What follows belongs to an exercise in optimizing a design on an open flow for small area, a short achievable clock period and few clock cycles per item; a production flow would make more cautious choices. At most, simulation tests tie the RTL to the original design; equivalence was not proved. For runs 5 and 6, only the layout was checked, not whether the RTL still works. Power figures rest on the tool's default switching activity, not on a simulated workload.

[flow/config.mk]
export PLATFORM = sky130hd
export DESIGN_NAME = b62_codec
export DESIGN_NICKNAME = b62_codec
export VERILOG_FILES = /design/flow/design.v
export SDC_FILE = /design/flow/constraint.sdc
export NUM_CORES = 4
export LEC_CHECK = 0
export CAP_MARGIN = 20
export CORE_MARGIN = 2
export CORE_UTILIZATION = 55
export CTS_CLUSTER_DIAMETER = 70
export CTS_CLUSTER_SIZE = 30
export SETUP_SLACK_MARGIN = 5
export SLEW_MARGIN = 20
[flow/constraint.sdc]
create_clock -name core_clock -period 9.0 [get_ports {clk}]
set_input_delay 1.8000 -clock core_clock [delete_from_list [all_inputs] [get_ports {clk}]]
set_output_delay 1.8000 -clock core_clock [all_outputs]
set_load 0.01 [all_outputs]
[flow/design.v]
module b62_enc (
    input  wire         clk,
    input  wire         rst,
    input  wire [495:0] alpha,         
    input  wire         start,
    input  wire [15:0]  len,
    output wire         idle,
    input  wire         in_valid,
    input  wire [7:0]   in_data,
    output wire         in_ready,
    output wire         out_valid,
    output wire [7:0]   out_sym,
    output wire         out_last,
    input  wire         out_ready
);
    reg        running;      
    reg [15:0] bytes_left;   
    reg        blz;          
    reg        bl1;          
    reg [13:0] acc;          
    reg [3:0]  have;         
    reg        d5;           
    reg        irdy;         
    reg        idle_r;
    reg        busy_o;       
    reg        ov;           
    reg [7:0]  osym;
    reg        olast;
    reg        ov1;          
    reg [7:0]  osym1;
    reg        olast1;
    wire       term = blz && (have <= 4'd6);
    wire       can  = running && (blz || (have >= 4'd6));
    wire       cmp  = (acc[4:1] == 4'hF) && (!term || acc[5]);
    wire       lst  = term && !cmp;
    wire [5:0] d    = {d5, acc[4:0]};
    wire [7:0] dlo  = 8'd1 << d[2:0];
    wire [7:0] dhi  = 8'd1 << d[5:3];
    reg  [7:0] grp;
    reg  [7:0] sym;
    integer g, j;
    always @(*) begin
        sym = 8'd0;
        for (g = 0; g < 8; g = g + 1) begin
            grp = 8'd0;
            for (j = 0; j < 8; j = j + 1)
                if (g * 8 + j < 62 && dlo[j])
                    grp = grp | alpha[(g*8+j)*8 +: 8];
            if (dhi[g])
                sym = sym | grp;
        end
    end
    wire        ld   = irdy && in_valid;
    wire        step = can && !ov1;
    wire        pop  = ov && out_ready;
    wire [13:0] base  = !step ? acc : lst ? 14'd0 : cmp ? (acc >> 5) : (acc >> 6);
    wire [3:0]  pos   = !step ? have : cmp ? addc(have, -5) : addc(have, -6);
    wire [13:0] ins   = {6'd0, in_data} << pos;
    wire [13:0] acc_n = ld ? (base | ins) : base;
    function [3:0] addc;
        input [3:0] h;
        input integer c;
        integer t;
        begin
            addc = 4'd0;
            for (t = 0; t < 15; t = t + 1)
                if (h == t && t + c >= 0 && t + c < 15)
                    addc = t + c;
        end
    endfunction
    function cmpc_le;
        input [3:0] h;
        input integer c;
        input integer bound;
        integer t;
        begin
            cmpc_le = 1'b0;
            for (t = 0; t < 15; t = t + 1)
                if (h == t && t + c <= bound)
                    cmpc_le = 1'b1;
        end
    endfunction
    wire [3:0]  h_01  = cmp ? addc(have, -5) : addc(have, -6);
    wire [3:0]  h_11  = cmp ? addc(have, 3) : addc(have, 2);
    wire [3:0]  have_n = lst && step ? 4'd0 :
                         {ld, step} == 2'b00 ? have :
                         {ld, step} == 2'b10 ? addc(have, 8) :
                         {ld, step} == 2'b01 ? h_01 : h_11;
    function le_n;
        input [1:0] ls;      
        input       cm;      
        input [3:0] h;       
        input integer bound;
        begin
            case (ls)
                2'b00: le_n = cmpc_le(h, 0, bound);
                2'b10: le_n = cmpc_le(h, 8, bound);
                2'b01: le_n = cm ? cmpc_le(h, -5, bound) : cmpc_le(h, -6, bound);
                default: le_n = cm ? cmpc_le(h, 3, bound) : cmpc_le(h, 2, bound);
            endcase
        end
    endfunction
    wire        blz_n  = blz || (ld && bl1);
    wire        run_n  = running && !(step && lst);
    wire        ov1_n  = !pop && (ov1 || (ov && step));
    wire        le5_n  = le_n({ld, step}, cmp, have, 5);
    wire        le6_n  = le_n({ld, step}, cmp, have, 6);
    wire        le11_n = le_n({ld, step}, cmp, have, 11);
    wire        step_n = run_n && (blz_n || !le5_n) && !ov1_n;
    wire        irdy_n = run_n && !blz_n && (step_n ? le11_n : le6_n);
    wire [15:0] bl_dec = bytes_left - 16'd1;
    assign idle      = !busy_o;
    assign in_ready  = irdy;
    assign out_valid = ov;
    assign out_sym   = osym;
    assign out_last  = olast;
    always @(posedge clk) begin
        if (rst)
            busy_o <= 1'b0;
        else if (idle_r)
            busy_o <= start && (len != 16'd0);
        else if (pop && !ov1 && !running)
            busy_o <= 1'b0;
    end
    always @(posedge clk) begin
        if (rst) begin
            running    <= 1'b0;
            bytes_left <= 16'd0;
            blz        <= 1'b1;
            bl1        <= 1'b0;
            acc        <= 14'd0;
            have       <= 4'd0;
            d5         <= 1'b0;
            irdy       <= 1'b0;
            idle_r     <= 1'b1;
            ov         <= 1'b0;
            osym       <= 8'd0;
            olast      <= 1'b0;
            ov1        <= 1'b0;
            osym1      <= 8'd0;
            olast1     <= 1'b0;
        end else if (idle_r) begin
            if (start) begin
                running    <= (len != 16'd0);
                bytes_left <= len;
                blz        <= (len == 16'd0);
                bl1        <= (len == 16'd1);
                acc        <= 14'd0;
                have       <= 4'd0;
                d5         <= 1'b0;
                irdy       <= (len != 16'd0);
                idle_r     <= (len == 16'd0);
            end
        end else begin
            if (pop ? ov1 : ov) begin
                if (pop) begin
                    osym  <= osym1;
                    olast <= olast1;
                end
            end else begin
                osym  <= sym;
                olast <= lst;
            end
            if (!ov1) begin
                osym1  <= sym;
                olast1 <= lst;
            end
            ov  <= pop ? (ov1 || step) : (ov || step);
            ov1 <= !pop && (ov1 || (ov && step));
            if (step && lst)
                running <= 1'b0;
            if (pop && !ov1 && !running)
                idle_r <= 1'b1;
            acc  <= acc_n;
            have <= have_n;
            d5   <= acc_n[5] && (acc_n[4:1] != 4'hF);
            if (ld) begin
                bytes_left <= bl_dec;
                bl1        <= (bytes_left == 16'd2);
            end
            blz  <= blz_n;
            irdy <= irdy_n;
        end
    end
endmodule
module b62_dec (
    input  wire         clk,
    input  wire         rst,
    input  wire [495:0] alpha,         
    input  wire         start,
    input  wire [15:0]  len,
    output wire         idle,
    input  wire         in_valid,
    input  wire [7:0]   in_sym,
    output wire         in_ready,
    output wire         out_valid,
    output wire [7:0]   out_data,
    input  wire         out_ready,
    output wire         done,
    output wire         err,
    output wire [15:0]  err_idx,
    output wire [15:0]  olen
);
    reg        idle_r;
    reg        busy_o;       
    reg        done_r;
    reg        irdy;         
    reg [15:0] rem;          
    reg        rnz;          
    reg        r1;           
    reg        sv1;
    reg [7:0]  sym;
    reg        slast1;
    reg        sv;
    reg [5:0]  xr;
    reg        hitr;
    reg        cmpcr;
    reg        slast;
    reg        fin;          
    reg        tailp;        
    reg [15:0] i;            
    reg [6:0]  acc;          
    reg [2:0]  off;
    reg        err_r;
    reg [15:0] olen_r;       
    reg        v0, v1;
    reg [7:0]  ob0, ob1;
    reg [5:0] xl;
    reg       hitl;
    reg       cmpcl;         
    integer k;
    always @(*) begin
        xl    = 6'd0;
        hitl  = 1'b0;
        cmpcl = 1'b0;
        for (k = 0; k < 62; k = k + 1) begin
            if (alpha[k*8 +: 8] == sym) begin
                xl   = xl | k[5:0];
                hitl = 1'b1;
                if (k == 30 || k == 31)
                    cmpcl = 1'b1;
            end
        end
    end
    wire [5:0] x    = xr;
    wire       hit  = hitr;
    wire       cmpc = cmpcr;
    function [2:0] bitlen;
        input [5:0] val;
        begin
            if (val[5])      bitlen = 3'd6;
            else if (val[4]) bitlen = 3'd5;
            else if (val[3]) bitlen = 3'd4;
            else if (val[2]) bitlen = 3'd3;
            else if (val[1]) bitlen = 3'd2;
            else if (val[0]) bitlen = 3'd1;
            else             bitlen = 3'd0;
        end
    endfunction
    wire [12:0] sum  = {6'd0, acc} | ({7'd0, x} << off);
    wire [7:0]  b0   = sum[7:0];
    wire        good = hit && !err_r;
    wire [2:0]  o5   = off + 3'd5;
    wire [2:0]  o6   = off + 3'd6;
    wire        f_nl = cmpc ? (off >= 3'd3) : (off >= 3'd2);
    wire [6:0]  bl;
    assign bl[6] = x[5];
    assign bl[5] = !x[5] && x[4];
    assign bl[4] = !x[5] && !x[4] && x[3];
    assign bl[3] = !x[5] && !x[4] && !x[3] && x[2];
    assign bl[2] = !x[5] && !x[4] && !x[3] && !x[2] && x[1];
    assign bl[1] = !x[5] && !x[4] && !x[3] && !x[2] && !x[1] && x[0];
    assign bl[0] = (x == 6'd0);
    reg  [2:0]  o_l;
    reg         f_l, t_l;
    integer b;
    always @(*) begin
        o_l = 3'd0;
        f_l = 1'b0;
        t_l = 1'b0;
        for (b = 0; b < 7; b = b + 1) begin
            if (bl[b]) begin
                o_l = o_l | (off + b[2:0]);
                f_l = f_l | ({1'b0, off} + b[3:0] >= 4'd8);
                t_l = t_l | ((off + b[2:0]) != 3'd0);
            end
        end
    end
    wire [2:0]  off_n = slast ? o_l : (cmpc ? o5 : o6);
    wire        full  = slast ? f_l : f_nl;      
    wire        take  = sv && !v1;
    wire        fpush = tailp && !v1;
    wire        push  = (take && good && (full || (slast && t_l))) || fpush;
    wire [7:0]  ob_in  = tailp ? {1'b0, acc} : b0;
    wire        pop   = v0 && out_ready;
    wire        v0_n  = pop ? (v1 || push) : (v0 || push);
    wire        v1_n  = !pop && (v1 || (v0 && push));
    wire        acc_in  = in_valid && irdy;
    wire        rnz_n   = rnz && !(acc_in && r1);
    wire        adv2    = sv1 && (!sv || take);
    wire        sv_n    = adv2 || (sv && !take);
    wire        sv1_n   = acc_in || (sv1 && !adv2);
    wire        irdy_n  = rnz_n && (!sv1_n || !sv_n || !v1_n);
    assign idle      = !busy_o;
    assign in_ready  = irdy;
    assign out_valid = v0;
    assign out_data  = ob0;
    assign done      = done_r;
    assign err       = err_r;
    assign err_idx   = i;
    assign olen      = olen_r;
    always @(posedge clk) begin
        if (rst)
            busy_o <= 1'b0;
        else if (idle_r)
            busy_o <= start;
        else if (done_r)
            busy_o <= 1'b0;
    end
    always @(posedge clk) begin
        if (rst) begin
            idle_r <= 1'b1;
            done_r <= 1'b0;
            irdy   <= 1'b0;
            rem    <= 16'd0;
            rnz    <= 1'b0;
            r1     <= 1'b0;
            sv1    <= 1'b0;
            sym    <= 8'd0;
            slast1 <= 1'b0;
            sv     <= 1'b0;
            xr     <= 6'd0;
            hitr   <= 1'b0;
            cmpcr  <= 1'b0;
            slast  <= 1'b0;
            fin    <= 1'b0;
            tailp  <= 1'b0;
            i      <= 16'd0;
            acc    <= 7'd0;
            off    <= 3'd0;
            err_r  <= 1'b0;
            olen_r <= 16'd0;
            v0     <= 1'b0;
            v1     <= 1'b0;
            ob0    <= 8'd0;
            ob1    <= 8'd0;
        end else if (idle_r) begin
            if (start) begin
                idle_r <= 1'b0;
                rem    <= len;
                rnz    <= (len != 16'd0);
                r1     <= (len == 16'd1);
                irdy   <= (len != 16'd0);
                sv1    <= 1'b0;
                slast1 <= 1'b0;
                sv     <= 1'b0;
                slast  <= 1'b0;
                fin    <= (len == 16'd0);
                tailp  <= 1'b0;
                done_r <= (len == 16'd0);
                i      <= 16'hFFFF;
                acc    <= 7'd0;
                off    <= 3'd0;
                err_r  <= 1'b0;
                olen_r <= 16'd0;
                v0     <= 1'b0;
                v1     <= 1'b0;
            end
        end else if (done_r) begin
            done_r <= 1'b0;
            idle_r <= 1'b1;
        end else begin
            if (acc_in) begin
                sym    <= in_sym;
                slast1 <= r1;
                rem   <= rem - 16'd1;
                r1    <= (rem == 16'd2);
            end
            rnz  <= rnz_n;
            sv1  <= sv1_n;
            sv   <= sv_n;
            if (adv2) begin
                xr    <= xl;
                hitr  <= hitl;
                cmpcr <= cmpcl;
                slast <= slast1;
            end
            irdy <= irdy_n;
            if (take) begin
                if (!err_r) begin
                    i <= i + 16'd1;
                    if (!hit) begin
                        err_r <= 1'b1;
                    end else begin
                        acc <= full ? {2'b00, sum[12:8]} : sum[6:0];
                        off <= off_n;
                    end
                end
                if (slast) begin
                    fin   <= 1'b1;
                    tailp <= good && f_l && t_l;
                end
            end
            if (fpush)
                tailp <= 1'b0;
            if (pop)
                olen_r <= olen_r + 16'd1;
            if (fin && !tailp && !v1 && (!v0 || out_ready))
                done_r <= 1'b1;
            v0  <= v0_n;
            v1  <= v1_n;
            ob0 <= pop ? (v1 ? ob1 : ob_in) : (v0 ? ob0 : ob_in);
            if (!v1)
                ob1 <= ob_in;
        end
    end
endmodule
module b62_codec (
    input  wire        clk,
    input  wire        rst,
    input  wire        tt_we,
    input  wire [5:0]  tt_addr,
    input  wire [7:0]  tt_data,
    input  wire        enc_start,
    input  wire [15:0] enc_len,
    output wire        enc_idle,
    input  wire        enc_in_valid,
    input  wire [7:0]  enc_in_data,
    output wire        enc_in_ready,
    output wire        enc_out_valid,
    output wire [7:0]  enc_out_sym,
    output wire        enc_out_last,
    input  wire        enc_out_ready,
    input  wire        dec_start,
    input  wire [15:0] dec_len,
    output wire        dec_idle,
    input  wire        dec_in_valid,
    input  wire [7:0]  dec_in_sym,
    output wire        dec_in_ready,
    output wire        dec_out_valid,
    output wire [7:0]  dec_out_data,
    input  wire        dec_out_ready,
    output wire        dec_done,
    output wire        dec_err,
    output wire [15:0] dec_err_idx,
    output wire [15:0] dec_olen
);
    reg [495:0] alpha;
    genvar g;
    generate
        for (g = 0; g < 62; g = g + 1) begin : g_alpha
            always @(posedge clk) begin
                if (tt_we && tt_addr == g)
                    alpha[g*8 +: 8] <= tt_data;
            end
        end
    endgenerate
    b62_enc u_enc (
        .clk       (clk),
        .rst       (rst),
        .alpha     (alpha),
        .start     (enc_start),
        .len       (enc_len),
        .idle      (enc_idle),
        .in_valid  (enc_in_valid),
        .in_data   (enc_in_data),
        .in_ready  (enc_in_ready),
        .out_valid (enc_out_valid),
        .out_sym   (enc_out_sym),
        .out_last  (enc_out_last),
        .out_ready (enc_out_ready)
    );
    b62_dec u_dec (
        .clk       (clk),
        .rst       (rst),
        .alpha     (alpha),
        .start     (dec_start),
        .len       (dec_len),
        .idle      (dec_idle),
        .in_valid  (dec_in_valid),
        .in_sym    (dec_in_sym),
        .in_ready  (dec_in_ready),
        .out_valid (dec_out_valid),
        .out_data  (dec_out_data),
        .out_ready (dec_out_ready),
        .done      (dec_done),
        .err       (dec_err),
        .err_idx   (dec_err_idx),
        .olen      (dec_olen)
    );
endmodule
[flow/flow/run.sh]
#!/bin/bash
set -euo pipefail
bash standard.sh SETUP_SLACK_MARGIN=6.2 \
    "BUFFER_PORTS_ARGS=-buffer_cell sky130_fd_sc_hd__buf_2" finish > make.log 2>&1
[flow/standard.sh]
#!/bin/bash
# synth_recipe.tcl (not shown) runs the flow's synth.tcl, then flattens the netlist and writes it again
# the make line also repeats each setting of config.mk as NAME=value (left out here)
make -C /OpenROAD-flow-scripts/flow DESIGN_CONFIG=/design/flow/config.mk WORK_HOME=/design/flow/orfs CLKGATE_MAP_FILE= SYNTH_SCRIPT=/design/flow/synth_recipe.tcl "${@:-finish}"
==> results.py, run 1 <==
metrics = {
    "run_status": {
        "status": "timing/DRC/antenna clean",
    },
    "clock_tree": {
        "cts.hold.buffers_added": 0,
        "cts_buffers": 42,
        "cts_tree": "built",
        "path_clk_slew_ps": 100,
        "cts_max_path_buffers": 3,
        "cts_root_buf": "clkbuf_16",
        "htreeDepth": 2,
        "clock_latency_ps": 620,
        "clock-sinks": 662,
    },
    "critical_path": {
        "cp.required_ps": 9270,
        "end_kind": "register",
        "crit_chain": "buf_2 > nor2b_1 > nand2_1 > nor2_2",
        "cp_num_buf_inv": 1,
        "crit_path_max_incr_delay_ps": 540,
        "crit_type": "input port to register",
        "cp.arrival_ps": 3380,
        "crit_family": "simple AND/OR/NAND/NOR gates",
        "crit_path_max_fanout": 8,
        "cp-start-kind": "input port",
        "cp_slowest_cell": "nand2_1",
    },
    "yosys": {
        "synth_area_leaders": "edfxtp_1 44%, dfxtp_1 9.8%, xor2_1 7.7%, xnor2_1 6.0%, a22oi_1 5.5%",
        "ys_seq_area_frac": 0.5368,
        "postSynthCellCount": 3096,
        "synth_warnings": 5,
        "ys.flop_type": "edfxtp_1",
        "synth_top_area_share": 0.4389,
        "syn_nets": 3187,
        "avgSynthCellArea_sq_um": 10.96,
        "yosysTopAreaCell": "edfxtp_1",
        "ys_ff_latch": 662,
        "async_reset_ff_frac": 0,
        "synth_area_sq_um": 33940,
        "ys_types": 91,
        "synth_edf_count": 496,
    },
    "cells_and_area": {
        "drive_gt1_frac": 0.2158,
        "synthToLayoutAreaGrowth_pct": 19.14,
        "fillers": 4654,
        "design_area_sq_um": 40430,
        "multi_input_comb_area_sq_um": 16000,
        "fin_nets": 3362,
        "final-seq-area_sq_um": 18400,
    },
    "route": {
        "first_pass_iters": 6,
        "ant_nets": 0,
        "wl_per_cell_um": 29.81,
        "route.vias.total": 27790,
        "drtIter0Drc": 3779,
        "drt_wl_total_um": 122100,
        "routed_via_density": 6.784,
        "drc": 0,
    },
    "timing": {
        "worstMarginPinSlew_ps": 1029,
        "skew_ps": 25.03,
        "setup_viol": 0,
        "max_freq_mhz": 321.8,
        "hold_viol": 0,
        "drv_slew": 0,
        "hold_ws_ps": 462.4,
        "finalCriticalPeriod_ps": 3108,
        "rsz0062_at_grt": "true",
        "setup_ws_ps": 5892,
        "setup_tns_ps": 0,
        "slew_headroom": 0.3138,
        "post-route-period-util": 0.3453,
    },
    "placement": {
        "place_ws_ps": 4894,
        "hpwl_um": 74220,
        "place_congestion": 1.009,
        "place.port_buffers": 127,
        "placed_cell_area_sq_um": 35300,
    },
    "pwr": {
        "p_leak_nw": 13.60,
        "power.total_mw": 6.285,
        "ir_drop_uv": 184.5,
        "p_per_area_nw_per_um2": 155.5,
    },
    "die": {
        "die_y_um": 252.4,
        "io_pins": 128,
        "die-area_sq_um": 63710,
        "rows": 91,
        "core_region_area_sq_um": 61370,
        "die_w_um": 252.4,
        "start_util": 0.5530,
    },
    "global_routing": {
        "antenna_found_initial": 4,
        "grt_use_total": 0.3567,
        "grt_pass1_wl_um": 168400,
        "grt_pass1_vias": 26010,
        "grt_max_degree": 78,
        "grt_overflow": 0,
    },
    "worst_hold_path": {
        "min_path_type": "register to register",
    },
    "flow_run": {
        "drv_cap": 0,
    },
}
-- power by group --
group          leakage (nW)  switching (mW)  internal (mW)
combinational          6.99           0.421          0.243
sequential             5.86          0.0521           3.33
clock                 0.742            1.22           1.03
total                  13.6            1.69           4.60
-- what timing repair did --
action / CTS / global route
pin swaps: 10 / 34
resized for setup: 326 / 136
endpoints found under the setup margin: 516 / 551
gates cloned: 3 / 13
buffers inserted: 93 / 69
-- cells in the mapped netlist (all sizes together) (18+ instances only) --
cell    instances
edfxtp        496
a221oi         28
mux2i          23
o21ai          94
xor2          299
nor3           51
xnor2         233
nor4           89
a22oi         248
a21oi         148
nor2          277
ha             20
a211oi         34
nand4          92
a22o           19
dfxtp         166
nand2         168
o211ai         20
buf            86
a41oi          33
nand3          52
a31oi          40
clkbuf        128
inv            28
and3           18
-- cell usage in the layout, fill, tap and decap left out, types with 11 or more instances in the layout --
| master | count |
|---|---|
| edfxtp_1 | 496 |
| xor2_1 | 299 |
| a22oi_1 | 236 |
| xnor2_1 | 232 |
| nor2_1 | 208 |
| buf_4 | 162 |
| nand2_1 | 155 |
| a21oi_1 | 140 |
| nand4_1 | 91 |
| dfxtp_1 | 89 |
| nor4_1 | 84 |
| o21ai_0 | 77 |
| buf_6 | 64 |
| buf_2 | 64 |
| nor2_4 | 57 |
| clkbuf_16 | 54 |
| nor3_1 | 49 |
| nand3_1 | 46 |
| dfxtp_2 | 44 |
| dfxtp_4 | 33 |
| a211oi_1 | 31 |
| a31oi_1 | 29 |
| buf_12 | 25 |
| inv_1 | 23 |
| a41oi_1 | 21 |
| a221oi_1 | 20 |
| o211ai_1 | 20 |
| ha_1 | 20 |
| mux2i_1 | 19 |
| a22o_1 | 17 |
| nand2b_1 | 16 |
| and3_1 | 15 |
| o21ai_1 | 13 |
| nor2_2 | 12 |
| a22oi_2 | 12 |
| or2_2 | 11 |
| a41oi_2 | 11 |
-- worst paths after layout --
path | startpoint | to | slack, ps | cells past startpoint
hold / removal | u_enc.olast1 | u_enc.olast1 | 460 | 2
setup / recovery | tt_addr[2] | alpha[180] | 5890 | 4
setup reg to reg | u_enc.acc[1] | u_enc.osym[7] | 6050 | 11
hold reg to reg | u_enc.olast1 | u_enc.olast1 | 460 | 2
-- cell families (layout without fill, tap and decap cells) --
family | Yosys count | after routing | share of synthesized area
AND/OR/NAND/NOR | 853 | 855 | 0.1250
AO/OA/AOI/OAI | 757 | 757 | 0.1544
flip-flops | 662 | 662 | 0.5368
XOR/XNOR | 532 | 532 | 0.1373
buffers and inverters | 243 | 449 | 0.03042
multiplexers | 27 | 27 | 0.008111
adder cells (fa/ha/maj) | 22 | 22 | 0.007964
other | 0 | 2 | 0
-- area by class of cell --
class | instances | area share
diodes | 2 | 0.0001238
inverters | 29 | 0.002816
repair buffers | 343 | 0.08405
flip-flops and latches | 662 | 0.4550
clock inverters | 33 | 0.01102
multi-input cells | 2193 | 0.3956
clock buffers | 44 | 0.02695
well taps | 790 | 0.02445
-- routing by layer --
layer | up-vias | GRT usage | part of all wire
met3 | 390 | 0.06982 | 0.12
met1 | 13570 | 0.4744 | 0.38
met5 | - | 0 | 0.00018
met4 | 4 | 0.1763 | 0.064
li1 | 12000 | - | -
met2 | 1827 | 0.5604 | 0.44
-- flip-flops by register name (all words and copies together) (netlist names), 4 cells and up --
register	flops
u_dec.xr	6
u_dec.ob0	8
u_dec.acc	7
alpha	496
u_dec.olen_r	16
u_dec.i	16
u_enc.have	4
u_enc.acc	14
u_dec.ob1	8
u_enc.osym	8
u_enc.osym1	8
u_dec.sym	8
u_dec.rem	16
u_enc.bytes_left	16
-- through the flow --
stage,util,instances
final,0.6588,4096
after floorplan,-,3096
after global routing,0.6587,4094
after CTS,0.6337,4012
after detailed placement,0.5751,3839
after global placement,0.5751,3839
-- worst reg2reg max path: cells and delay by family (launching register included) --
kind / cells / cell delay (ps)
AND/OR/NAND/NOR: 3 / 670
AO/OA/AOI/OAI: 4 / 1020
flip-flops: 1 / 380
buffers and inverters: 4 / 750
Testbench counts, summed over its fixed seeds: cycles 14,069, items 9,181.
==> run 2: changes to the inputs <==
==> flow/flow/run.sh (replaced) <==
#!/bin/bash
set -euo pipefail
bash standard.sh SETUP_SLACK_MARGIN=6.0 \
    "BUFFER_PORTS_ARGS=-buffer_cell sky130_fd_sc_hd__buf_2" finish > make.log 2>&1
--- a/flow/config.mk
+++ b/flow/config.mk
@@ -9,3 +9,3 @@
 export CORE_MARGIN = 2
-export CORE_UTILIZATION = 55
+export CORE_UTILIZATION = 40
 export CTS_CLUSTER_DIAMETER = 70
@@ -14 +14,2 @@
 export SLEW_MARGIN = 20
+export TNS_END_PERCENT = 20
==> run 2 against run 1 <==
Clock-buffer cell count shrank 2. Register-to-register slack lost 120 ps. Critical path type unchanged. Maximum frequency shrank 3.7%. Critical endpoint is now alpha[91].
==> results.py, run 2 <==
metrics = {
    "yosys": {
        "synth_edf_count": 496,
        "ys_ff_latch": 662,
        "ys_seq_area_frac": 0.5368,
        "yosysTopAreaCell": "edfxtp_1",
        "syn_nets": 3187,
        "synth_warnings": 5,
        "avgSynthCellArea_sq_um": 10.96,
        "async_reset_ff_frac": 0,
        "synth_top_area_share": 0.4389,
        "synth_commonest_cells": "496 x edfxtp_1, 299 x xor2_1, 277 x nor2_1",
        "yosysMostFrequentCell": "edfxtp_1",
        "synth_area_leaders": "edfxtp_1 44%, dfxtp_1 9.8%, xor2_1 7.7%, xnor2_1 6.0%, a22oi_1 5.5%",
        "synth_area_sq_um": 33940,
        "postSynthCellCount": 3096,
        "ys.flop_type": "edfxtp_1",
        "ys_types": 91,
    },
    "clock_tree": {
        "clock_latency_ps": 620,
        "cts_root_buf": "clkbuf_16",
        "clock-sinks": 662,
        "cts.hold.buffers_added": 0,
        "cts_max_path_buffers": 3,
        "cts_buffers": 41,
        "htreeDepth": 2,
        "cts_tree": "built",
        "path_clk_slew_ps": 110,
    },
    "cells_and_area": {
        "synthToLayoutAreaGrowth_pct": 12.31,
        "postLayoutCoreUtil": 0.4547,
        "fillers": 7787,
        "drive_gt1_frac": 0.1392,
        "layoutNonFillerInstCount": 4311,
        "final_common_cell": "edfxtp_1",
        "largest_reg_flops": 496,
        "fin_nets": 3234,
        "top_register": "alpha",
        "final_cell_mix": "496 x edfxtp_1, 299 x xor2_1, 244 x a22oi_1, 233 x xnor2_1, 213 x nor2_1",
    },
    "die": {
        "start_util": 0.4049,
        "die_y_um": 295.3,
        "rows": 106,
        "io_pins": 128,
        "die_w_um": 295.3,
        "die-area_sq_um": 87190,
        "core_region_area_sq_um": 83820,
    },
    "pwr": {
        "ir_drop_uv": 119.1,
        "clockPowerShare": 0.364,
        "p_leak_nw": 12.59,
        "p_seq_frac": 0.546,
        "p_sw_frac": 0.2697,
        "p_per_area_nw_per_um2": 162.4,
        "p_int_mw": 4.520,
        "power_switching_mw": 1.670,
        "p_comb_frac": 0.090,
    },
    "critical_path": {
        "r2r-end": "u_enc.acc[9]",
        "end_kind": "register",
        "crit_type": "input port to register",
        "cp.arrival_ps": 3480,
        "rrSetupSlack_ps": 5930,
        "cp-start-kind": "input port",
        "cp-endpoint": "alpha[91]",
        "crit_path_max_fanout": 8,
        "r2r_start": "u_enc.have[1]",
        "cp.required_ps": 9260,
        "crit_start": "tt_addr[3]",
        "r2r_cells": 8,
    },
    "route": {
        "drc": 0,
        "routed_via_density": 6.080,
        "route.vias.total": 26210,
        "ant_nets": 0,
        "wl_per_cell_um": 26.19,
        "first_pass_iters": 8,
        "drtIter0Drc": 2999,
        "drt_wl_total_um": 112900,
    },
    "timing": {
        "worstMarginPinSlew_ps": 1035,
        "skew_ps": 36.60,
        "setup_ws_ps": 5773,
        "setup_tns_ps": 0,
        "drv_slew": 0,
        "rsz0062_at_grt": "true",
        "setup_viol": 0,
        "slew_headroom": 0.3039,
        "post-route-period-util": 0.3586,
        "hold_viol": 0,
        "max_freq_mhz": 309.9,
        "finalCriticalPeriod_ps": 3227,
    },
    "placement": {
        "place_congestion": 0.9152,
        "place_ws_ps": 4899,
        "place.port_buffers": 127,
        "numPlacedInstances": 4181,
        "hpwl_um": 71960,
    },
    "global_routing": {
        "grt_overflow": 0,
        "grt_use_total": 0.2524,
        "antenna_found_initial": 4,
        "grt_max_degree": 93,
        "grt_pass1_wl_um": 164000,
        "grt_pass1_vias": 24730,
    },
    "worst_hold_path": {
        "min_path_type": "register to register",
    },
    "run_status": {
        "status": "timing/DRC/antenna clean",
    },
    "flow_run": {
        "drv_cap": 0,
    },
}
## run 2: routing by layer
layer	wire (um)	global-route usage	up-vias
met5	13	0	-
met4	5452	0.1180	2
met3	10090	0.03917	237
met2	50240	0.3921	1364
met1	47110	0.3466	12860
li1	-	-	11750
## run 2: power groups by stage
stage / logic [mW] / clock network [mW] / registers [mW]
after global placement: 0.503 / 0 / 3.46
after global routing: 0.598 / 2.37 / 3.39
after detailed placement: 0.505 / 0 / 3.46
after floorplan: 0.322 / 0 / 3.44
after CTS: 0.540 / 2.28 / 3.38
final: 0.555 / 2.25 / 3.38
## run 2: through the flow
step                hold slack, ps  power (mW)  instance area (sq um)
global route                 472.3       6.358                  38110
CTS                          459.6       6.196                  37820
floorplan                    426.9       3.761                  34080
global placement             437.9       3.966                  35520
detailed placement           443.3       3.969                  35520
finish                       455.6       6.190                  38120
## run 2: worst min-delay path by stage
stage	from	to	cells past startpoint
after floorplan	u_dec.acc[2]	u_dec.acc[2]	2
after global placement	u_enc.osym[3]	u_enc.osym[3]	2
after detailed placement	u_enc.osym[3]	u_enc.osym[3]	2
after CTS	u_enc.osym[3]	u_enc.osym[3]	2
after global routing	u_enc.osym[3]	u_enc.osym[3]	2
final	u_enc.osym[3]	u_enc.osym[3]	2
## run 2: layout make-up
type | count | area, sq um | area share
multi-input combinational | 2191 | 15130 | 0.3969
tap | 1134 | 1419 | 0.03723
clock inverter | 33 | 488.0 | 0.01280
timing repair buffer | 218 | 1623 | 0.04258
inverter | 29 | 112.6 | 0.002954
antenna | 2 | 5.005 | 0.0001313
clock buffer | 42 | 1051 | 0.02757
sequential | 662 | 18290 | 0.4798
## run 2: critical path: stages
cell and delay (ps):
buf_2 150, nor2b_1 280, nand3_1 560, nor2_2 680
## run 2: logic make-up after synthesis
| family | synth area share |
|---|---|
| xor gates and xnor gates | 0.1373 |
| AOI/OAI and AO/OA | 0.1544 |
| muxes | 0.008111 |
| buffers and inverters | 0.03042 |
| and+or+nand+nor | 0.1250 |
| adders and majority gates | 0.007964 |
| DFF | 0.5368 |
## run 2: timing repair
item	4_1_cts	5_1_grt
gates resized for setup	82	56
endpoints found under the setup margin	477	392
setup buffers	41	12
pin swaps	0	4
==> run 3: changes to the inputs <==
--- a/flow/config.mk
+++ b/flow/config.mk
@@ -14,2 +14 @@
 export SLEW_MARGIN = 20
-export TNS_END_PERCENT = 20
==> run 3 against run 2 <==
Maximum frequency increased by 2.2%. Non-clock buffer count is 1 higher. Global-route usage grew 0.41 points. Wire length grew 1.5%. Hold slack lost 1.0 ps. Critical path depth unchanged. Via count is 0.22% higher. Area after synthesis unchanged. Clock power is 9.3% lower. Cell area decreased by 0.16%. Core utilization decreased by 0.075 points. Sequential share of layout area increased by 0.14 points.
==> results.py, run 3 <==
metrics = {
    "timing": {
        "hold_ws_ps": 454.6,
        "drv_slew": 0,
        "rsz0062_at_grt": "true",
        "finalCriticalPeriod_ps": 3157,
        "max_freq_mhz": 316.8,
        "setup_tns_ps": 0,
        "post-route-period-util": 0.3507,
        "setup_viol": 0,
        "hold_viol": 0,
        "skew_ps": 19.55,
        "slew_headroom": 0.2948,
        "worstMarginPinSlew_ps": 1058,
    },
    "global_routing": {
        "grt_pass1_vias": 24620,
        "grt_overflow": 0,
        "grt_use_total": 0.2564,
        "grt_pass1_wl_um": 166100,
        "antenna_found_initial": 3,
        "grt_max_degree": 78,
    },
    "critical_path": {
        "cp_num_buf_inv": 1,
        "crit_chain": "buf_2 > nor2b_1 > nand3_1 > nor2_2",
        "crit_path_max_fanout": 8,
        "cp_slowest_cell": "nor2_2",
        "crit_path_max_incr_delay_ps": 660,
        "crit_type": "input port to register",
        "cp-start-kind": "input port",
        "crit_family": "simple AND/OR/NAND/NOR gates",
        "cp.arrival_ps": 3400,
        "path_depth": 4,
        "r2r_cells": 9,
        "cp.required_ps": 9250,
        "end_kind": "register",
    },
    "pwr": {
        "clockPowerShare": 0.341,
        "p_comb_frac": 0.092,
        "p_per_area_nw_per_um2": 157.0,
        "ir_drop_uv": 163.0,
        "power_switching_mw": 1.567,
        "p_sw_frac": 0.2622,
        "power.total_mw": 5.976,
        "p_leak_nw": 12.52,
        "p_int_mw": 4.409,
        "p_seq_frac": 0.566,
    },
    "route": {
        "first_pass_iters": 5,
        "route.vias.total": 26270,
        "wl_per_cell_um": 26.60,
        "drtIter0Drc": 3004,
        "drc": 0,
        "routed_via_density": 6.098,
        "ant_nets": 0,
        "drt_wl_total_um": 114600,
    },
    "placement": {
        "place_congestion": 0.9313,
        "place.port_buffers": 127,
        "hpwl_um": 72940,
    },
    "yosys": {
        "ys.flop_type": "edfxtp_1",
        "ys_types": 91,
        "avgSynthCellArea_sq_um": 10.96,
        "ys_ff_latch": 662,
        "postSynthCellCount": 3096,
        "synth_area_leaders": "edfxtp_1 44%, dfxtp_1 9.8%, xor2_1 7.7%, xnor2_1 6.0%, a22oi_1 5.5%",
        "synth_commonest_cells": "496 x edfxtp_1, 299 x xor2_1, 277 x nor2_1",
        "ys_seq_area_frac": 0.5368,
        "synth_edf_count": 496,
        "async_reset_ff_frac": 0,
        "synth_area_sq_um": 33940,
        "synth_warnings": 5,
        "syn_nets": 3187,
        "yosysMostFrequentCell": "edfxtp_1",
        "yosysTopAreaCell": "edfxtp_1",
        "synth_top_area_share": 0.4389,
    },
    "cells_and_area": {
        "largest_reg_flops": 496,
        "drive_gt1_frac": 0.1485,
        "top_register": "alpha",
        "fillers": 7818,
        "final_cell_mix": "496 x edfxtp_1, 299 x xor2_1, 246 x a22oi_1, 233 x xnor2_1, 215 x nor2_1",
        "synthToLayoutAreaGrowth_pct": 12.13,
        "fin_nets": 3232,
        "final_common_cell": "edfxtp_1",
    },
    "clock_tree": {
        "path_clk_slew_ps": 90,
        "cts_buffers": 38,
        "clock_latency_ps": 610,
        "cts.hold.buffers_added": 0,
        "cts_max_path_buffers": 3,
        "clock-sinks": 662,
        "cts_tree": "built",
        "htreeDepth": 2,
        "cts_root_buf": "clkbuf_16",
    },
    "die": {
        "core_region_area_sq_um": 83820,
        "rows": 106,
        "io_pins": 128,
        "die_y_um": 295.3,
        "die-area_sq_um": 87190,
        "die_w_um": 295.3,
        "start_util": 0.4049,
    },
    "run_status": {
        "status": "timing/DRC/antenna clean",
    },
    "worst_hold_path": {
        "min_path_type": "register to register",
        "hold_path_depth": 2,
    },
    "flow_run": {
        "drv_cap": 0,
    },
}
[run 3: worst register-to-register path, cell delays in order (launching register included)]
cell and delay [ps]:
dfxtp_4 480, nor3b_2 320, buf_4 510, a22oi_1 250, a41oi_1 340, o21ai_0 310, and4_1 410, a21oi_1 170
a21oi_1 60, nor2_1 90
[run 3: power groups by stage]
stage               logic [mW]  clock network, mW  registers [mW]
floorplan                0.324                  0            3.44
global placement         0.505                  0            3.46
detailed placement       0.506                  0            3.46
CTS                      0.534               2.07            3.38
global route             0.593               2.17            3.39
finish                   0.552               2.04            3.38
[run 3: cells by family after synthesis]
| logic type | count (synthesis) | share of synthesized area |
|---|---|---|
| buf+inv | 243 | 0.03042 |
| mux | 27 | 0.008111 |
| fa+ha+maj | 22 | 0.007964 |
| xor+xnor | 532 | 0.1373 |
| compound gates | 757 | 0.1544 |
| flops | 662 | 0.5368 |
| simple gates | 853 | 0.1250 |
[run 3: final timing paths]
kind	start	end	slack, ps
hold / removal	u_dec.busy_o	u_dec.busy_o	450
setup / recovery	tt_addr[3]	alpha[92]	5840
setup reg to reg	u_enc.acc[0]	u_enc.osym[2]	6000
hold reg to reg	u_dec.busy_o	u_dec.busy_o	450
[run 3: area by class of cell]
type,count,area [sq um],area share
repair buffers,219,1639,0.04307
clock inverters,24,260.3,0.006839
clock buffers,46,1055,0.02772
well taps,1134,1419,0.03729
flip-flops and latches,662,18310,0.4812
diodes,3,7.507,0.0001973
inverters,29,116.4,0.003058
multi-input cells,2191,15240,0.4006
[run 3: repair_timing]
item | in CTS | in global routing
buffers inserted | 21 | 28
resized for setup | 121 | 69
endpoints found under the setup margin | 387 | 272
pin swaps | 4 | 5
gates cloned | 1 | 0
[run 3: stage by stage]
stage	instances	cell area (sq um)	worst slack [ps]	utilization
detailed placement	4184	35570	4734	0.4243
CTS	4276	37580	5928	0.4484
floorplan	3096	34120	5961	-
global placement	4184	35570	4778	0.4243
global route	4305	38050	5847	0.4539
finish	4308	38050	5843	0.4540
[run 3: per-layer routing]
metal | vias to the layer above | routed length (um) | track usage
met2 | 1429 | 51340 | 0.3996
li1 | 11730 | - | -
met1 | 12880 | 46940 | 0.3542
met5 | - | 27 | 0
met4 | 4 | 4800 | 0.1036
met3 | 234 | 11500 | 0.04481
==> run 4: changes to the inputs <==
--- a/flow/config.mk
+++ b/flow/config.mk
@@ -14 +14,2 @@
 export SLEW_MARGIN = 20
+export TNS_END_PERCENT = 5
==> run 4 against run 3 <==
Clock-buffer cell count fell by 4. Flip-flop and latch count unchanged. Area after synthesis is the same. Clock power rose by about 10%. Non-clock buffer count is 13 lower. Cell area decreased by 0.35%. Combinational power about the same. Register-to-register slack got worse by 240 ps. Core utilization down 0.16 points. Wire length down 1.6%. Global-route usage fell by 0.42 points. Die area unchanged. Critical endpoint is now u_enc.osym[7]. Largest cell class unchanged.
==> results.py, run 4 <==
metrics = {
    "yosys": {
        "avgSynthCellArea_sq_um": 10.96,
        "yosysMostFrequentCell": "edfxtp_1",
        "synth_commonest_cells": "496 x edfxtp_1, 299 x xor2_1, 277 x nor2_1",
        "synth_area_leaders": "edfxtp_1 44%, dfxtp_1 9.8%, xor2_1 7.7%, xnor2_1 6.0%, a22oi_1 5.5%",
        "yosysTopAreaCell": "edfxtp_1",
        "ys.flop_type": "edfxtp_1",
        "syn_nets": 3187,
        "ys_seq_area_frac": 0.5368,
        "async_reset_ff_frac": 0,
        "ys_ff_latch": 662,
        "synth_top_area_share": 0.4389,
        "synth_area_sq_um": 33940,
        "synth_warnings": 5,
        "postSynthCellCount": 3096,
        "synth_edf_count": 496,
        "ys_types": 91,
    },
    "clock_tree": {
        "cts.hold.buffers_added": 0,
        "cts_buffers": 41,
        "cts_root_buf": "clkbuf_16",
        "cts_max_path_buffers": 3,
        "clock_latency_ps": 620,
        "cts_tree": "built",
        "path_clk_slew_ps": 110,
        "clock-sinks": 662,
        "htreeDepth": 2,
    },
    "placement": {
        "hpwl_um": 71960,
        "place_congestion": 0.9152,
        "numPlacedInstances": 4181,
        "place.port_buffers": 127,
    },
    "critical_path": {
        "crit_type": "register to register",
        "cp.arrival_ps": 3730,
        "cp_slowest_cell": "o21ai_0",
        "crit_path_max_fanout": 30,
        "crit_path_max_incr_delay_ps": 560,
        "crit_chain": "and3b_2 > buf_6 > buf_6 > a22oi_1 > a41oi_1 > o21ai_0 > nor4bb_4 > a21oi_1 > a21oi_1 > nor2_1",
        "cp-start-kind": "register",
        "cp.required_ps": 9490,
        "crit_family": "compound AO/OA/AOI/OAI gates",
        "cp_num_buf_inv": 2,
        "rrSetupSlack_ps": 5760,
        "end_kind": "register",
    },
    "cells_and_area": {
        "drive_gt1_frac": 0.1325,
        "fin_nets": 3222,
        "final_common_cell": "edfxtp_1",
        "layoutNonFillerInstCount": 4299,
        "largest_reg_flops": 496,
        "top_register": "alpha",
        "fillers": 7807,
        "synthToLayoutAreaGrowth_pct": 11.74,
        "final_cell_mix": "496 x edfxtp_1, 299 x xor2_1, 246 x a22oi_1, 233 x xnor2_1, 213 x nor2_1",
    },
    "route": {
        "first_pass_iters": 7,
        "drtIter0Drc": 3030,
        "routed_via_density": 6.076,
        "drt_wl_total_um": 112800,
        "wl_per_cell_um": 26.24,
        "route.vias.total": 26120,
        "drc": 0,
        "ant_nets": 0,
    },
    "timing": {
        "max_freq_mhz": 308.2,
        "setup_tns_ps": 0,
        "worstMarginPinSlew_ps": 1066,
        "finalCriticalPeriod_ps": 3244,
        "drv_slew": 0,
        "post-route-period-util": 0.3605,
        "rsz0062_at_grt": "true",
        "hold_ws_ps": 454.6,
        "setup_viol": 0,
        "slew_headroom": 0.2832,
        "skew_ps": 35.80,
        "hold_viol": 0,
    },
    "flow_run": {
        "drv_cap": 0,
    },
    "die": {
        "start_util": 0.4049,
        "core_region_area_sq_um": 83820,
        "die_w_um": 295.3,
        "die_y_um": 295.3,
        "io_pins": 128,
        "rows": 106,
        "die-area_sq_um": 87190,
    },
    "pwr": {
        "ir_drop_uv": 119.0,
        "p_per_area_nw_per_um2": 163.0,
        "power.total_mw": 6.182,
        "p_leak_nw": 12.51,
    },
    "global_routing": {
        "grt_use_total": 0.2522,
        "antenna_found_initial": 4,
        "grt_pass1_wl_um": 163900,
        "grt_max_degree": 93,
        "grt_pass1_vias": 24690,
        "grt_overflow": 0,
    },
    "worst_hold_path": {
        "min_path_type": "register to register",
    },
    "run_status": {
        "status": "timing/DRC/antenna clean",
    },
}
[run 4: timing repair]
item	CTS	global route
pin swaps	0	1
gates resized for setup	75	43
setup buffers	40	1
endpoints found under the setup margin	477	415
[run 4: tightest hold or removal path, delay by kind of cell (launching register included)]
| family | cells | cell delay [ps] |
|---|---|---|
| AOI/OAI and AO/OA | 1 | 50 |
| and+or+nand+nor | 1 | 50 |
| DFF | 1 | 320 |
[run 4: logic make-up (layout without fill, tap and decap cells)]
family,Yosys count,after routing,share of synthesized area
multiplexers,27,27,0.008111
AND/OR/NAND/NOR,853,853,0.1250
XOR/XNOR,532,532,0.1373
other,0,2,0
adder cells (fa/ha/maj),22,22,0.007964
buffers and inverters,243,310,0.03042
AO/OA/AOI/OAI,757,757,0.1544
flip-flops,662,662,0.5368
[run 4: layout make-up]
type / count / area, sq um / area share
clock buffers: 42 / 1051 / 0.02772
repair buffers: 206 / 1513 / 0.03989
clock inverters: 33 / 488.0 / 0.01287
diodes: 2 / 5.005 / 0.0001320
inverters: 29 / 108.9 / 0.002871
multi-input cells: 2191 / 15050 / 0.3969
well taps: 1134 / 1419 / 0.03742
flip-flops and latches: 662 / 18290 / 0.4822
[run 4: final timing paths]
kind                  from            end  cells after the start
max reg2reg   u_enc.acc[1]  u_enc.osym[7]                     10
max           u_enc.acc[1]  u_enc.osym[7]                     10
min          u_enc.osym[3]  u_enc.osym[3]                      2
min reg2reg  u_enc.osym[3]  u_enc.osym[3]                      2
[run 4: power by group]
| group | internal (mW) | switching [mW] | total (mW) |
|---|---|---|---|
| combinational | 0.181 | 0.368 | 0.549 |
| clock | 1.01 | 1.24 | 2.25 |
| sequential | 3.33 | 0.0554 | 3.38 |
| total | 4.52 | 1.66 | 6.18 |
[run 4: per-stage QoR]
stage / cell area [sq um] / util / worst slack [ps]
CTS: 37790 / 0.4508 / 5584
detailed placement: 35520 / 0.4238 / 4899
global placement: 35520 / 0.4238 / 4932
floorplan: 34080 / - / 5949
global route: 37920 / 0.4524 / 5656
finish: 37920 / 0.4524 / 5756
[run 4: layer usage]
layer	global-route usage	routed length (um)	vias to the layer above
li1	-	-	11720
met1	0.3481	47340	12790
met2	0.3914	49880	1358
met3	0.03729	9884	251
met4	0.1175	5682	2
met5	0	13	-
==> run 5: changes to the inputs <==
--- a/flow/design.v
+++ b/flow/design.v
@@ -447,2 +447,10 @@
 );
+    reg         wr_we;
+    reg  [5:0]  wr_addr;
+    reg  [7:0]  wr_data;
+    always @(posedge clk) begin
+        wr_we   <= tt_we;
+        wr_addr <= tt_addr;
+        wr_data <= tt_data;
+    end
     reg [495:0] alpha;
@@ -452,4 +460,4 @@
             always @(posedge clk) begin
-                if (tt_we && tt_addr == g)
-                    alpha[g*8 +: 8] <= tt_data;
+                if (wr_we && wr_addr == g)
+                    alpha[g*8 +: 8] <= wr_data;
             end
--- a/flow/config.mk
+++ b/flow/config.mk
@@ -14,2 +14 @@
 export SLEW_MARGIN = 20
-export TNS_END_PERCENT = 5
==> run 5 against run 4 <==
Still clean. Critical path depth fell by 1. Sequential share of layout area fell by 0.25 points. Hold slack got worse by 9.4 ps. Sequential power rose by 2%. Core utilization rose by 0.23 points. Cell area rose by 2.4%. Flip-flop and latch count rose by 15. Wire length rose by 0.83%. Die area rose by 1.8%. Synthesized cell count rose by 0.39%. Largest cell class unchanged.
==> results.py, run 5 <==
metrics = {
    "clock_tree": {
        "cts.hold.buffers_added": 0,
        "htreeDepth": 2,
        "clock-sinks": 677,
        "cts_max_path_buffers": 3,
        "cts_buffers": 40,
        "path_clk_slew_ps": 100,
        "clock_latency_ps": 630,
        "cts_root_buf": "clkbuf_16",
        "cts_tree": "built",
    },
    "cells_and_area": {
        "final_cell_mix": "496 x edfxtp_1, 276 x xnor2_1, 264 x nor2_1, 256 x xor2_1, 169 x nand2_1",
        "largest_reg_flops": 496,
        "drive_gt1_frac": 0.1432,
        "fin_nets": 3267,
        "synthToLayoutAreaGrowth_pct": 12.38,
        "top_register": "alpha",
        "final_common_cell": "edfxtp_1",
        "final-seq-area_sq_um": 18630,
        "multi_input_comb_area_sq_um": 15300,
        "diodes": 0,
        "fillers": 7970,
    },
    "yosys": {
        "synth_warnings": 5,
        "synth_top_area_share": 0.4309,
        "yosysMostFrequentCell": "edfxtp_1",
        "ys_types": 95,
        "postSynthCellCount": 3108,
        "syn_nets": 3199,
        "synth_edf_count": 496,
        "ys_ff_latch": 677,
        "yosysTopAreaCell": "edfxtp_1",
        "synth_area_sq_um": 34560,
        "async_reset_ff_frac": 0,
        "ys_seq_area_frac": 0.5358,
        "synth_commonest_cells": "496 x edfxtp_1, 276 x xnor2_1, 267 x nor2_1",
        "synth_area_leaders": "edfxtp_1 43%, dfxtp_1 10%, xnor2_1 7.0%, xor2_1 6.5%, a22oi_1 3.6%",
        "ys.flop_type": "edfxtp_1",
        "avgSynthCellArea_sq_um": 11.12,
    },
    "pwr": {
        "power.total_mw": 6.207,
        "p_leak_nw": 13.02,
        "p_sw_frac": 0.2668,
        "p_int_mw": 4.551,
        "clockPowerShare": 0.346,
        "p_seq_frac": 0.557,
        "p_per_area_nw_per_um2": 159.8,
        "ir_drop_uv": 170.3,
        "power_switching_mw": 1.656,
        "p_comb_frac": 0.097,
    },
    "critical_path": {
        "cp.required_ps": 9490,
        "crit_chain": "buf_8 > xor2_1 > nor4_2 > a22oi_2 > nor3b_2 > and2_1 > nand4_1 > nor4bb_1 > a31oi_1",
        "end_kind": "register",
        "crit_family": "simple AND/OR/NAND/NOR gates",
        "cp_num_buf_inv": 1,
        "cp-start-kind": "register",
        "crit_path_max_incr_delay_ps": 640,
        "cp_slowest_cell": "dfxtp_4",
        "crit_path_max_fanout": 31,
        "cp.arrival_ps": 3600,
        "crit_type": "register to register",
    },
    "timing": {
        "post-route-period-util": 0.3455,
        "finalCriticalPeriod_ps": 3109,
        "max_freq_mhz": 321.6,
        "worstMarginPinSlew_ps": 1052,
        "skew_ps": 35.15,
        "setup_tns_ps": 0,
        "setup_viol": 0,
        "slew_headroom": 0.2966,
        "hold_viol": 0,
        "drv_slew": 0,
        "rsz0062_at_grt": "true",
    },
    "route": {
        "ant_nets": 0,
        "drtIter0Drc": 3170,
        "first_pass_iters": 6,
        "route.vias.total": 26490,
        "drt_wl_total_um": 113700,
        "routed_via_density": 6.089,
        "wl_per_cell_um": 26.15,
        "drc": 0,
    },
    "global_routing": {
        "use_met1": 0.3444,
        "grt_pass1_vias": 24820,
        "grt_pass1_wl_um": 165300,
        "antenna_found_initial": 4,
        "grt-busiest-layer": "met2",
        "grt_max_degree": 64,
        "gr-usage-met2": 0.3878,
        "grtUsageMet3": 0.03858,
        "grt_use_total": 0.2448,
        "grt_overflow": 0,
    },
    "die": {
        "die-area_sq_um": 88770,
        "die_y_um": 297.9,
        "io_pins": 128,
        "die_w_um": 297.9,
        "start_util": 0.4046,
        "rows": 107,
        "core_region_area_sq_um": 85410,
    },
    "run_status": {
        "status": "timing/DRC/antenna clean",
    },
    "placement": {
        "hpwl_um": 71560,
        "place_congestion": 0.9038,
        "place.port_buffers": 127,
    },
    "worst_hold_path": {
        "min_path_type": "register to register",
    },
    "flow_run": {
        "drv_cap": 0,
    },
}
## run 5: changes by cell type after synthesis, moves of 18 or more
| cell | change |
|---|---|
| xnor2_1 | +43 |
| clkbuf_1 | -30 |
| a22oi_1 | -83 |
| buf_2 | +25 |
| mux2i_1 | +22 |
| o21ai_0 | +22 |
| o22ai_1 | +18 |
| xor2_1 | -43 |
| a41oi_1 | -22 |
## run 5: power by group through the flow
stage | combinational, mW | clock [mW] | sequential [mW]
after floorplan | 0.344 | 0 | 3.53
after global placement | 0.544 | 0 | 3.53
after detailed placement | 0.546 | 0 | 3.53
after CTS | 0.578 | 2.17 | 3.46
after global routing | 0.645 | 2.27 | 3.47
final | 0.603 | 2.15 | 3.46
## run 5: final cells by class
cell class,count,share of cell area
Clock buffer,48,0.02786
Clock inverter,24,0.008182
Inverter,42,0.004059
Multi-Input combinational cell,2181,0.3939
Sequential cell,677,0.4796
Tap cell,1144,0.03685
Timing Repair Buffer,234,0.04954
## run 5: worst register-to-register path: cells and delay by family (launching register included)
family | cells | cell delay, ps
xor+xnor | 1 | 230
simple gates | 5 | 1200
flops | 1 | 640
buf+inv | 1 | 420
compound gates | 2 | 480
## run 5: worst paths after layout
kind | startpoint | end | slack (ps) | cells past startpoint
hold reg to reg | u_enc.osym[5] | u_enc.osym[5] | 450 | 2
setup / recovery | u_dec.sym[7] | u_dec.hitr | 5890 | 9
hold / removal | u_enc.osym[5] | u_enc.osym[5] | 450 | 2
setup reg to reg | u_dec.sym[7] | u_dec.hitr | 5890 | 9
## run 5: logic make-up after synthesis
kind of cell / Yosys count / share of synthesized area
mux: 67 / 0.02346
compound gates: 722 / 0.1468
flops: 677 / 0.5358
simple gates: 837 / 0.1192
xor+xnor: 532 / 0.1348
fa+ha+maj: 22 / 0.007820
buf+inv: 251 / 0.03207
## run 5: metrics by stage
step,instance area (sq um),std cells,util,hold WS [ps],setup slack (ps)
CTS,38380,4322,0.4493,452.3,5823
global placement,36070,4211,0.4223,430.8,4849
finish,38840,4350,0.4548,445.2,5891
global route,38840,4350,0.4548,462.9,5816
floorplan,34580,3108,-,434.2,5962
detailed placement,36070,4211,0.4223,433.9,4891
## run 5: repair_timing
action | in CTS | in global routing
gates cloned | 5 | 4
buffers inserted | 34 | 24
resized for setup | 112 | 45
pin swaps | 11 | 13
endpoints found under the setup margin | 112 | 62
## run 5: routing by layer
layer	up-vias	wire length (um)
met5	-	24
met4	4	4070
met3	220	10990
met2	1383	50990
met1	13070	47660
li1	11810	-
==> run 6: changes to the inputs <==
==> flow/flow/run.sh (replaced) <==
#!/bin/bash
set -euo pipefail
bash standard.sh SETUP_SLACK_MARGIN=5.8 \
    "BUFFER_PORTS_ARGS=-buffer_cell sky130_fd_sc_hd__buf_2" finish > make.log 2>&1
==> run 6 against run 5 <==
Still clean on timing, DRC and antenna. Sequential share of layout area rose by 0.64 points. Wire length is 2.1% lower. Power rose by 1.2%. Critical path type is now register to output port. Critical endpoint is now dec_err.
==> results.py, run 6 <==
metrics = {
    "clock_tree": {
        "cts_buffers": 41,
        "clock_latency_ps": 640,
        "clock-sinks": 677,
        "path_clk_slew_ps": 100,
        "cts_tree": "built",
        "cts_root_buf": "clkbuf_16",
        "htreeDepth": 2,
        "cts_max_path_buffers": 3,
    },
    "pwr": {
        "p_seq_frac": 0.550,
        "p_sw_frac": 0.2654,
        "clockPowerShare": 0.357,
        "ir_drop_uv": 203.1,
        "p_leak_nw": 12.72,
        "power.total_mw": 6.283,
        "p_int_mw": 4.616,
        "power_switching_mw": 1.668,
        "p_comb_frac": 0.092,
        "p_per_area_nw_per_um2": 164.4,
    },
    "route": {
        "drt_wl_total_um": 111300,
        "drtIter0Drc": 2951,
        "wl_per_cell_um": 25.81,
        "ant_nets": 0,
        "top_layer": "met5",
        "drc": 0,
        "route.vias.total": 26240,
        "met2_length_um": 50390,
        "wl_met3_um": 9856,
        "wl_met1_um": 47030,
        "first_pass_iters": 6,
        "routed_via_density": 6.086,
    },
    "yosys": {
        "synth_warnings": 5,
        "syn_nets": 3199,
        "synth_area_sq_um": 34560,
        "postSynthCellCount": 3108,
        "avgSynthCellArea_sq_um": 11.12,
        "synth_top_area_share": 0.4309,
        "yosysMostFrequentCell": "edfxtp_1",
        "synth_area_leaders": "edfxtp_1 43%, dfxtp_1 10%, xnor2_1 7.0%, xor2_1 6.5%, a22oi_1 3.6%",
        "synth_commonest_cells": "496 x edfxtp_1, 276 x xnor2_1, 267 x nor2_1",
        "async_reset_ff_frac": 0,
        "yosysTopAreaCell": "edfxtp_1",
        "ys_types": 95,
        "ys_seq_area_frac": 0.5358,
        "ys.flop_type": "edfxtp_1",
        "ys_ff_latch": 677,
        "synth_edf_count": 496,
    },
    "global_routing": {
        "grt_pass1_vias": 24600,
        "grt_overflow": 0,
        "grt_pass1_wl_um": 162700,
        "antenna_found_initial": 5,
        "grt_use_total": 0.2401,
        "grt_max_degree": 66,
    },
    "timing": {
        "rsz0062_at_grt": "true",
        "slew_headroom": 0.3251,
        "finalCriticalPeriod_ps": 3198,
        "max_freq_mhz": 312.7,
        "post-route-period-util": 0.3553,
        "drv_slew": 0,
        "worstMarginPinSlew_ps": 1009,
        "setup_tns_ps": 0,
        "setup_viol": 0,
        "hold_viol": 0,
        "skew_ps": 42.81,
        "setup_ws_ps": 5802,
    },
    "worst_hold_path": {
        "min_path_type": "register to register",
    },
    "cells_and_area": {
        "postLayoutCoreUtil": 0.4476,
        "drive_gt1_frac": 0.1155,
        "design_area_sq_um": 38230,
        "diodes": 0,
        "final_common_cell": "edfxtp_1",
        "final_cell_mix": "496 x edfxtp_1, 276 x xnor2_1, 267 x nor2_1, 256 x xor2_1, 169 x nand2_1",
        "top_register": "alpha",
        "largest_reg_flops": 496,
        "fin_nets": 3229,
        "synthToLayoutAreaGrowth_pct": 10.61,
    },
    "die": {
        "die_w_um": 297.9,
        "io_pins": 128,
        "core_region_area_sq_um": 85410,
        "die-area_sq_um": 88770,
        "die_y_um": 297.9,
        "start_util": 0.4046,
        "rows": 107,
    },
    "run_status": {
        "status": "timing/DRC/antenna clean",
    },
    "placement": {
        "place_congestion": 0.9510,
        "place_ws_ps": 4907,
        "hpwl_um": 72210,
        "place.port_buffers": 127,
        "placed_cell_area_sq_um": 36050,
    },
    "critical_path": {
        "crit_path_max_incr_delay_ps": 560,
        "crit_path_max_fanout": 7,
        "crit_type": "register to output port",
        "cp-start-kind": "register",
        "crit_family": "flip-flops",
        "crit_chain": "buf_2",
        "cp_num_buf_inv": 1,
        "cp_slowest_cell": "dfxtp_1",
        "end_kind": "output port",
        "cp.required_ps": 7200,
        "cp.arrival_ps": 1400,
    },
    "flow_run": {
        "drv_cap": 0,
    },
}
[run 6: area by class of cell]
class | instances | area (sq um)
Tap cell | 1144 | 1431
Fill cell | 8075 | 47190
Multi-Input combinational cell | 2180 | 15110
Clock inverter | 28 | 439.2
Inverter | 42 | 161.4
Sequential cell | 677 | 18580
Clock buffer | 45 | 1062
Timing Repair Buffer | 195 | 1435
Timing Repair inverter | 1 | 7.507
[run 6: path summary, 6_finish.rpt]
check | depth (start not counted) | to | startpoint | slack [ps]
worst max-delay path | 1 | dec_err | u_dec.err_r | 5800
worst min-delay path | 2 | u_enc.osym[5] | u_enc.osym[5] | 450
worst max register to register | 10 | u_enc.osym[3] | u_enc.acc[2] | 5840
worst min register to register | 2 | u_enc.osym[5] | u_enc.osym[5] | 450
[run 6: power groups by stage]
stage	clock network (mW)	logic [mW]	registers [mW]
after floorplan	0	0.343	3.53
after global placement	0	0.541	3.53
after detailed placement	0	0.543	3.53
after CTS	2.28	0.562	3.46
after global routing	2.38	0.623	3.47
final	2.24	0.581	3.46
[run 6: cells by family (layout without fill, tap and decap cells)]
logic type      Yosys count  after routing  share of synthesized area
compound gates          722            722                     0.1468
xor+xnor                532            532                     0.1348
fa+ha+maj                22             22                   0.007820
buf+inv                 251            311                    0.03207
flops                   677            677                     0.5358
mux                      67             67                    0.02346
simple gates            837            837                     0.1192
[run 6: timing repair]
item,in CTS,in global routing
pin swaps,2,8
setup buffers,13,14
gates cloned,2,0
gates resized for setup,51,24
hold buffers,0,0
endpoints found under the setup margin,55,49
[run 6: per-layer routing]
metal,track usage,vias up
met2,0.3795,1320
li1,-,11710
met1,0.3375,12980
met4,0.08184,8
met5,0,-
met3,0.03493,225
[run 6: stage by stage]
| step | instances | hold WS, ps |
|---|---|---|
| floorplan | 3108 | 434.2 |
| global placement | 4210 | 430.0 |
| detailed placement | 4210 | 435.6 |
| CTS | 4298 | 450.5 |
| global route | 4312 | 465.8 |
| finish | 4312 | 446.0 |

static timing again, ports no longer ideal:
Ports are ideal in the flow. The routed layouts listed here were re-timed in OpenROAD. Step 1 assumes that a clkbuf_16 drives the clock port and a buf_2 every other input. Step 2 times the ports against the registers' clock, not the clock port: input delays grow and output delays shrink by t, the midpoint of the rising clock arrivals with the driver on. a / b / c = ideal / step 1 / step 2; a / b = the first two.
run	shift t [ns]	slack for setup (ns)	clock arrival spread, ns	worst slew at a driven data input, ns	pins driven straight from the clock port
run 1	0.677	5.892 / 5.938 / 5.261	0.028 / 0.028	0.10	1
run 2	0.672	5.773 / 5.778 / 5.106	0.048 / 0.048	0.08	1
run 3	0.663	5.843 / 5.838 / 5.175	0.026 / 0.026	0.09	1
run 4	0.673	5.756 / 5.756 / 5.176	0.045 / 0.045	0.07	1
run 5	0.682	5.891 / 5.891 / 5.460	0.036 / 0.036	0.10	1
run 6	0.684	5.802 / 5.734 / 5.280	0.044 / 0.043	0.09	1
After both steps setup and hold are still met in every run listed. For run 3, which loses most, drivers alone change the setup slack by -0.005 ns; drivers and shift together by -0.668 ns.
